This design comes from an exercise in tuning for small area, a short achievable clock period and few clock cycles on the open sky130 flow, not from production work.
At most, simulation tests tie the RTL to the original design; equivalence was not proved.
No activity file was given, so power comes from the tool's default toggle rates.

Setup of run 1:
Design fsyn_calc, start of the top module:
module fsyn_calc (
    input             clk,
    input             rst,
    input             in_valid,
    output            in_ready,
    input      [31:0] in_freq,
    output            out_valid,
    output     [31:0] ms_a,
    output     [19:0] ms_b,
    output     [17:0] ms_p1,
    output     [19:0] ms_p2,
    output            ms_range_err,
    output            div_zero,
    output     [31:0] dds_word,
    output            dds_alias
);
Size: roughly 2100 cells after synthesis, roughly 0.017 mm^2 of cells after synthesis.
clock: 10.0 ns
lec_check: 0
abc_clock_period_in_ps: 3500
cap_margin: 20
core_margin: 2
core_utilization: 52
slew_margin: 20
standard.sh (not shown) runs the stock make flow with config.mk's settings and CLKGATE_MAP_FILE= SYNTH_SCRIPT=/design/flow/synth_recipe.tcl, a recipe that flattens the netlist after the stock synthesis.
==> flow/flow/run.sh <==
#!/bin/bash
# Standard ORFS layout (the standard.sh, unchanged synthesis), with timing
# repair aiming at a setup slack of 6.2 ns against the design's own clock
# constraint, so the layout closes at a shorter achieved period, and with
# every input and output port buffered by a plain buf_1 (which repair may
# resize) instead of the delay buffer buffer_ports picks by default.
set -euo pipefail
cd "$(dirname "$0")/.."
bash standard.sh SETUP_SLACK_MARGIN=6.2 "BUFFER_PORTS_ARGS=-buffer_cell sky130_fd_sc_hd__buf_1" finish > standard_flow.log 2>&1
Testbench counts of run 1, summed over its fixed seeds: cycles 40,931.
[inputs] run 2 vs run 1
- changing CORE_UTILIZATION from 52 to 60
- setting CTS_BUF_LIST to sky130_fd_sc_hd__clkbuf_4 sky130_fd_sc_hd__clkbuf_8 for the first time
## What came out
Compared run 1 against run 2; power within noise.
Taking run 1 as the reference, in run 2 via count picked up an extra 1.7%; sequential share of layout area picked up an extra 0.20 points.
Modified inputs, run 3 compared to run 2
- removing CTS_BUF_LIST (formerly sky130_fd_sc_hd__clkbuf_4 sky130_fd_sc_hd__clkbuf_8)
==> flow/flow/run.sh <==
#!/bin/bash
# Standard ORFS layout (the standard.sh, unchanged synthesis), with timing
# repair aiming at a setup slack of MARGIN ns against the design's own clock
# constraint, so the layout closes at a shorter achieved period.
set -euo pipefail
cd "$(dirname "$0")/.."
bash standard.sh SETUP_SLACK_MARGIN=6.2 finish > standard_flow.log 2>&1
### Flow results
- Summary of run 3 over run 2: global-route usage fell by 0.50 points, via count flat, final critical delay including setup and external delays went down 0.036 ns, post-route fraction of the period consumed by the critical path shrank by 0.36 points, standard cell area after detailed placement increased 5.4%.
- Run 2 has higher post-placement setup slack than run 3.
- Area of all placed cells without fillers of run 3 exceeds that of run 2 by a few percent.
- Relative to run 2, run 3 improves tightest slew margin relative to the limit.
The inputs of run 4 differ from those of run 3 as listed below.
- a change of ABC_CLOCK_PERIOD_IN_PS from 3500 to 2500
==> flow/flow/run.sh <==
#!/bin/bash
# Standard ORFS layout (the standard.sh, unchanged synthesis), with timing
# repair aiming at a setup slack of 6.2 ns against the design's own clock
# constraint, so the layout closes at a shorter achieved period, and with
# every input and output port buffered by a plain buf_1 (which repair may
# resize) instead of the delay buffer buffer_ports picks by default.
set -euo pipefail
cd "$(dirname "$0")/.."
bash standard.sh SETUP_SLACK_MARGIN=6.2 "BUFFER_PORTS_ARGS=-buffer_cell sky130_fd_sc_hd__buf_1" finish > standard_flow.log 2>&1
Findings:
Run 4: flow completed, timing, DRC and antenna clean. Delta (run 4 minus run 3): post-route clock period utilization decreased 0.20 points, actual slew at the worst max-slew pin increased 0.0086 ns, power share of the clock group increased 0.3 points, worst slew margin relative to its limit decreased 0.58 points.

========
== v6 ==
Another version of the RTL of fsyn_calc (not shown whole).
Size in the first run: ~3,100 cells after synthesis, about 240 flip-flops.
==> flow/config.mk <==
export PLATFORM = sky130hd
export DESIGN_NAME = fsyn_calc
export DESIGN_NICKNAME = fsyn_calc
export VERILOG_FILES = /design/flow/design.v
export SDC_FILE = /design/flow/constraint.sdc
export NUM_CORES = 4
export LEC_CHECK = 0
export ABC_AREA = 1
export CAP_MARGIN = 20
export CORE_MARGIN = 2
export CORE_UTILIZATION = 40
export SLEW_MARGIN = 20
==> flow/constraint.sdc <==
create_clock -name core_clock -period 10.0 [get_ports {clk}]
set_input_delay 2.0000 -clock core_clock [delete_from_list [all_inputs] [get_ports {clk}]]
set_output_delay 2.0000 -clock core_clock [all_outputs]
set_load 0.01 [all_outputs]
==> flow/flow/run.sh <==
#!/bin/bash
# Standard ORFS layout (the standard.sh, unchanged synthesis), with timing
# repair aiming at a setup slack of MARGIN ns against the design's own clock
# constraint, so the layout closes at a shorter achieved period.
set -euo pipefail
cd "$(dirname "$0")/.."
bash standard.sh SETUP_SLACK_MARGIN=6.5 finish > standard_flow.log 2>&1
The following lists how v7 was set up differently from v6:
- ABC_CLOCK_PERIOD_IN_PS newly set to 3000
- ABC_AREA removed (was 1)
==> run summary <==
Of v6 and v7, v7 shows the lower post-placement cell count, with v6 above it. Post-route standard cell area excluding fillers of v7 is on par with v6. v7 does worse than v6 on clock power. Diff v6 and v7: final standard cell utilization of the core lower in v6. Run comparison: v6 most common cell after layout, fill and taps aside nand2_1; v7 most common cell after layout, fill and taps aside edfxtp_1.
No run of this note included a check of the RTL's function; only the layout flow was run.

========
build 38:
fsyn_calc, a different RTL version from the one above (not shown whole).
Size: about 2,300 cells after synthesis, roughly 240 flip-flops, ~160 I/O pins, roughly 0.020 mm^2 of cells after synthesis.
// fsyn_calc
module fsyn_calc (
    input             clk,
    input             rst,
    input             in_valid,
    output            in_ready,
    input      [31:0] in_freq,
    output            out_valid,
    output     [31:0] ms_a,
    output     [19:0] ms_b,
    output     [17:0] ms_p1,
    output     [19:0] ms_p2,
    output            ms_range_err,
    output            div_zero,
    output     [31:0] dds_word,
    output            dds_alias
);
    localparam [31:0] VCO_HZ = 32'd900000000;
    localparam [20:0] DDS_D  = 21'd1953125;           
    localparam [22:0] DDS_D2 = 23'd3906250;
    localparam [22:0] DDS_D3 = 23'd5859375;
    localparam [25:0] DDS_C  = 26'd976562;            
    localparam integer P     = 6;                     
    localparam integer NPRE  = P / 2;
    localparam [2:0] M_NORM = 3'd0, M_A = 3'd1, M_BINIT = 3'd2, M_B = 3'd3, M_DONE = 3'd4;
    reg         busy;
    reg  [31:0] f;
    reg  [33:0] f3;              
    reg         dz;
    reg         alias_r;
    reg  [2:0]  ms_st;
    reg         ms_done;
    reg  [5:0]  ms_j;
    reg  [31:0] ms_R;
    reg  [1:0]  ms_nb;
    reg  [29:0] Qa;
    reg  [19:0] Qb;
    reg  [10:0] p1_hi;
    reg         err_a, a_eq2048, b_zero;
    reg         d_run;
    reg  [5:0]  d_p;
    reg  [20:0] Rd;
    reg  [1:0]  d_nb;
    reg  [31:0] Qd;
    assign out_valid = busy & ms_done & ~d_run;
    assign in_ready  = ~busy | (ms_done & ~d_run);
    wire accept = in_valid & in_ready;
    function [1:0] vco_bits(input [5:0] j);
        vco_bits = {(j < 32) ? VCO_HZ[31 - j] : 1'b0, (j + 1 < 32) ? VCO_HZ[30 - j] : 1'b0};
    endfunction
    integer i;
    reg [5:0]  nm_j0;
    reg [31:0] nm_R0;
    always @(*) begin
        nm_j0 = 6'd0;
        for (i = 0; i < 32; i = i + 1)
            if (f[i]) nm_j0 = ((i + 2 > 32 ? 32 : i + 2) / 2) * 2;
        nm_R0 = VCO_HZ >> (6'd32 - nm_j0);
    end
    wire [33:0] ms_x  = {ms_R, ms_nb};
    wire [34:0] ms_d1 = {1'b0, ms_x} - {3'b000, f};
    wire [34:0] ms_d2 = {1'b0, ms_x} - {2'b00, f, 1'b0};
    wire [34:0] ms_d3 = {1'b0, ms_x} - {1'b0, f3};
    wire [1:0]  ms_q  = ~ms_d3[34] ? 2'd3 : ~ms_d2[34] ? 2'd2 : ~ms_d1[34] ? 2'd1 : 2'd0;
    wire [31:0] ms_Rn = ~ms_d3[34] ? ms_d3[31:0] : ~ms_d2[34] ? ms_d2[31:0] :
                        ~ms_d1[34] ? ms_d1[31:0] : ms_x[31:0];
    wire ms_last = (ms_j == 6'd30);
  ...
==> flow/config.mk <==
export PLATFORM = sky130hd
export DESIGN_NAME = fsyn_calc
export DESIGN_NICKNAME = fsyn_calc
export VERILOG_FILES = /design/flow/design.v
export SDC_FILE = /design/flow/constraint.sdc
export NUM_CORES = 4
export LEC_CHECK = 0
export ABC_CLOCK_PERIOD_IN_PS = 3500
export CAP_MARGIN = 20
export CORE_MARGIN = 2
export CORE_UTILIZATION = 60
export SLEW_MARGIN = 20
==> flow/constraint.sdc <==
create_clock -name core_clock -period 10.0 [get_ports {clk}]
set_input_delay 2.0000 -clock core_clock [delete_from_list [all_inputs] [get_ports {clk}]]
set_output_delay 2.0000 -clock core_clock [all_outputs]
set_load 0.01 [all_outputs]
==> flow/flow/run.sh <==
#!/bin/bash
# Standard ORFS layout (the standard.sh, unchanged synthesis), with timing
# repair aiming at a setup slack of MARGIN ns against the design's own clock
# constraint, so the layout closes at a shorter achieved period.
set -euo pipefail
cd "$(dirname "$0")/.."
bash standard.sh SETUP_SLACK_MARGIN=6.6 finish > standard_flow.log 2>&1
No stage failed in build 38, and the final checks on the layout all came back clean.
Testbench counts of build 38, summed over its fixed seeds: cycles 40,931.
diff inputs: build 38 => build 27
--- a/flow/flow/run.sh
+++ b/flow/flow/run.sh
@@ -5,3 +5,3 @@
 set -euo pipefail
 cd "$(dirname "$0")/.."
-bash standard.sh SETUP_SLACK_MARGIN=6.6 finish > standard_flow.log 2>&1
+bash standard.sh SETUP_SLACK_MARGIN=6.2 finish > standard_flow.log 2>&1
==> comparison <==
Build 38 -> build 27: area after synthesis delta 0, exact match
Build 27 vs build 38, number of nets at the end of the flow went down by about 4%.
Final weighted congestion of routability-driven global placement: build 27 vs build 38 down about 1.2%
[compare] base=build 38 new=build 27: maximum number of pins on one net before global-route repair saw a decrease; routed wire length fell 9300 um.
Detailed-routed wire length on met3 sits lower in build 27 than in build 38.
Build 27: cell count along the critical path is 3 lower than what build 38 reported.

========
== lane 1 ==
fsyn_calc with an RTL version that a note above also has.
For scale: roughly 200 flip-flops, roughly 160 I/O pins, about 0.017 sq mm of cells after synthesis.
Design fsyn_calc, start of the top module:
module fsyn_calc (
    input             clk,
    input             rst,
    input             in_valid,
    output            in_ready,
    input      [31:0] in_freq,
    output            out_valid,
    output     [31:0] ms_a,
    output     [19:0] ms_b,
    output     [17:0] ms_p1,
    output     [19:0] ms_p2,
    output            ms_range_err,
    output            div_zero,
    output     [31:0] dds_word,
    output            dds_alias
);
Settings: LEC_CHECK=0, ABC_CLOCK_PERIOD_IN_PS=3500, CAP_MARGIN=20, CORE_MARGIN=2, CORE_UTILIZATION=60, SLEW_MARGIN=20; clock period 10.0 ns.
==> flow/flow/run.sh <==
#!/bin/bash
# Standard ORFS layout (the standard.sh, unchanged synthesis), with timing
# repair aiming at a setup slack of 6.2 ns against the design's own clock
# constraint, so the layout closes at a shorter achieved period, and with
# every input and output port buffered by a plain buf_1 (which repair may
# resize) instead of the delay buffer buffer_ports picks by default.
set -euo pipefail
cd "$(dirname "$0")/.."
bash standard.sh SETUP_SLACK_MARGIN=6.2 "BUFFER_PORTS_ARGS=-buffer_cell sky130_fd_sc_hd__buf_1" finish > standard_flow.log 2>&1
Testbench counts of lane 1, summed over its fixed seeds: cycles 40,931.
Relative to lane 1, the following input files were edited for lane 2:
==> flow/flow/run.sh <==
#!/bin/bash
# Standard ORFS layout (the standard.sh, unchanged synthesis), with timing
# repair aiming at a setup slack of 5.8 ns against the design's own clock
# constraint, so the layout closes at a shorter achieved period, and with
# every input and output port buffered by a plain buf_1 (which repair may
# resize) instead of the delay buffer buffer_ports picks by default.
set -euo pipefail
cd "$(dirname "$0")/.."
bash standard.sh SETUP_SLACK_MARGIN=5.8 "BUFFER_PORTS_ARGS=-buffer_cell sky130_fd_sc_hd__buf_1" finish > standard_flow.log 2>&1
Results
Lane 2 finished all stages; the layout is clean.
Final-layout fill cell count up 141 in lane 2 wrt lane 1
Lane 2 ends up with lower first-pass GRT wire length than lane 1 does.
Pre-CTS setup slack in lane 2 is 0.011 ns above lane 1.
Looking at uppermost layer routed, the met5 result is from lane 2; the met4 one comes from lane 1.
Lane 2 gives more largest fanout on the critical path than lane 1 did.
In the metrics for lane 2 and lane 1, the one carrying the lower global routing met1 resource utilization is lane 2.
Footprint of the multi-input gates: lane 2 < lane 1
Max post-synthesis to final-layout area growth across lane 2 and lane 1: lane 1
Changes observed in lane 2 relative to lane 1: pin count of the biggest net entering global routing higher; met2 usage in global routing went down 2.6 points.
Setup slack: lower on lane 2
Lane 2 vs lane 1, power density relative to cell area went down by 12 mW/mm^2.
Setup changes, lane 2 to lane 3
==> flow/flow/run.sh <==
#!/bin/bash
# Standard ORFS layout (the standard.sh, unchanged synthesis), with timing
# repair aiming at a setup slack of 6.6 ns against the design's own clock
# constraint, so the layout closes at a shorter achieved period, and with
# every input and output port buffered by a plain buf_1 (which repair may
# resize) instead of the delay buffer buffer_ports picks by default.
set -euo pipefail
cd "$(dirname "$0")/.."
bash standard.sh SETUP_SLACK_MARGIN=6.6 "BUFFER_PORTS_ARGS=-buffer_cell sky130_fd_sc_hd__buf_1" finish > standard_flow.log 2>&1
--- outcome ---
Lane 3 completed; timing, DRC and antenna clean. Comparing worst reg-to-reg setup slack for lane 2 and lane 3, the bigger number came from lane 3. In terms of post-route clock skew, lane 3 and lane 2 differ only marginally. The lower layout-stage area growth over the synthesis result came out of lane 2. Re area share of xor/xnor cells in the synthesized design: no difference whatsoever between lane 2 and lane 3. What lane 2 reported for number of signal-net buffers in the layout has to be multiplied by 1.4 to get the figure for lane 3. From lane 2 to lane 3 the numbers moved as follows: minimum clock period after layout now sits lower, sequential portion of the cell area lower.
Setup changes, lane 3 to lane 4
Settings: ABC_CLOCK_PERIOD_IN_PS: 3500 -> 6000.
==> flow/flow/run.sh <==
#!/bin/bash
# Standard ORFS layout (the standard.sh, unchanged synthesis), with timing
# repair aiming at a setup slack of 6.2 ns against the design's own clock
# constraint, so the layout closes at a shorter achieved period, and with
# every input and output port buffered by a plain buf_1 (which repair may
# resize) instead of the delay buffer buffer_ports picks by default.
set -euo pipefail
cd "$(dirname "$0")/.."
bash standard.sh SETUP_SLACK_MARGIN=6.2 "BUFFER_PORTS_ARGS=-buffer_cell sky130_fd_sc_hd__buf_1" finish > standard_flow.log 2>&1
Notes after the runs:
Lane 4 finished end to end and its layout was clean on timing, DRC and antenna.
Changes observed in lane 4 relative to lane 3: sequential share of layout area higher; routed wire length down 190 um.
Re switching part of the total: lane 3 was higher than lane 4.
Utilization in lane 4 is 1.7 points lower than in lane 3
Final area went down by a few percent going from lane 3 to lane 4.
Cmp lane 4 vs lane 3: setup slack of the critical path after layout lower in lane 4
Lane 4 reports a lower global-route usage than lane 3 does.
[lane 4 vs lane 3] clock tree cell share of total cell area: higher in lane 4
Measured against lane 4, the clock power of lane 3 comes out at 0.908 times the reference value.
Against lane 3, lane 4 comes in 0.044 ns higher on transition time at the pin with the least slew margin.

========
== the baseline ==
fsyn_calc, a different RTL version from the one above (not shown whole).
For scale: roughly 3,400 cells after synthesis, ~160 I/O pins, about 22,000 um^2 of cells after synthesis.
clock: 10.0 ns
lec_check: 0
abc_area: 1
cap_margin: 20
core_margin: 2
core_utilization: 60
slew_margin: 20
==> flow/flow/run.sh <==
#!/bin/bash
# Standard ORFS layout (the standard.sh, unchanged synthesis), with timing
# repair aiming at a setup slack of MARGIN ns against the design's own clock
# constraint, so the layout closes at a shorter achieved period.
set -euo pipefail
cd "$(dirname "$0")/.."
bash standard.sh SETUP_SLACK_MARGIN=6.2 finish > standard_flow.log 2>&1
Testbench counts of the baseline, summed over its fixed seeds: cycles 40,931.
The inputs of the candidate differ from those of the baseline as listed below.
Settings: a change of CORE_UTILIZATION from 60 to 40.
diff --git a/flow/flow/run.sh b/flow/flow/run.sh
--- a/flow/flow/run.sh
+++ b/flow/flow/run.sh
@@ -6,2 +6,2 @@
 cd "$(dirname "$0")/.."
-bash standard.sh SETUP_SLACK_MARGIN=6.2 finish > standard_flow.log 2>&1
+bash standard.sh SETUP_SLACK_MARGIN=6.0 finish > standard_flow.log 2>&1
## What came out
- Every run in the comparison, the baseline and the candidate, completed the flow with a clean layout.
- In terms of growth of design area from synthesis to finish, the baseline and the candidate differ only marginally.
- Compared to the baseline, the routing of the candidate uses less wire.
- Per the comparison of the candidate with the baseline, cell area after layout level, critical path depth climbed 5, share of the final layout cell area in multi-input gates went down, total length of routed met3 wires -about 34%, maximum frequency from static timing analysis decreased by about 3.6% relative to the old numbers.
- Die: the candidate bigger than the baseline

[port drivers added, routing unchanged]
How much do the figures lean on ideal ports? The routed layouts below were timed once more, with nothing changed but the port constraints.
Step 1 (the two cells are an assumption about what drives the block):
set clk [get_ports {clk}]
set_driving_cell -lib_cell sky130_fd_sc_hd__clkbuf_16 $clk
set_driving_cell -lib_cell sky130_fd_sc_hd__buf_2 [delete_from_list [all_inputs] $clk]
Step 2 also shifts input and output timing later by t, the mid clock arrival at the registers, as if the neighbouring blocks saw the same clock.
Three values: no drivers, after step 1, after step 2; two values: the first two.
run	t (ns)	setup slack, ns	worst setup path after step 2	worst data-port slew with drivers (ns)
run 1	0.610	6.108 / 6.108 / 5.934	input to register	0.04
run 2	0.610	6.034 / 6.034 / 5.845	input to register	0.05
run 3	0.585	6.070 / 6.070 / 5.797	input to register	0.04
run 4	0.604	6.091 / 6.091 / 5.858	input to register	0.05
v6	0.639	5.868 / 5.868 / 5.868	register to register	0.04
v7	0.630	5.810 / 5.810 / 5.810	register to register	0.05
build 38	0.620	6.461 / 6.461 / 6.087	input to register	0.04
build 27	0.625	6.166 / 6.166 / 5.687	input to register	0.05
lane 1	0.604	6.091 / 6.091 / 5.858	input to register	0.05
lane 2	0.592	5.819 / 5.819 / 5.819	register to register	0.08
lane 3	0.583	6.146 / 6.146 / 6.146	register to register	0.05
lane 4	0.604	6.091 / 6.091 / 5.858	input to register	0.05
the baseline	0.630	6.235 / 6.184 / 5.633	input to register	0.04
the candidate	0.625	6.095 / 6.091 / 5.665	input to register	0.04
After both steps setup and hold are still met in every run listed. The setup slack of the baseline, which loses most, moves by -0.051 ns with the drivers and by -0.602 ns with both steps.
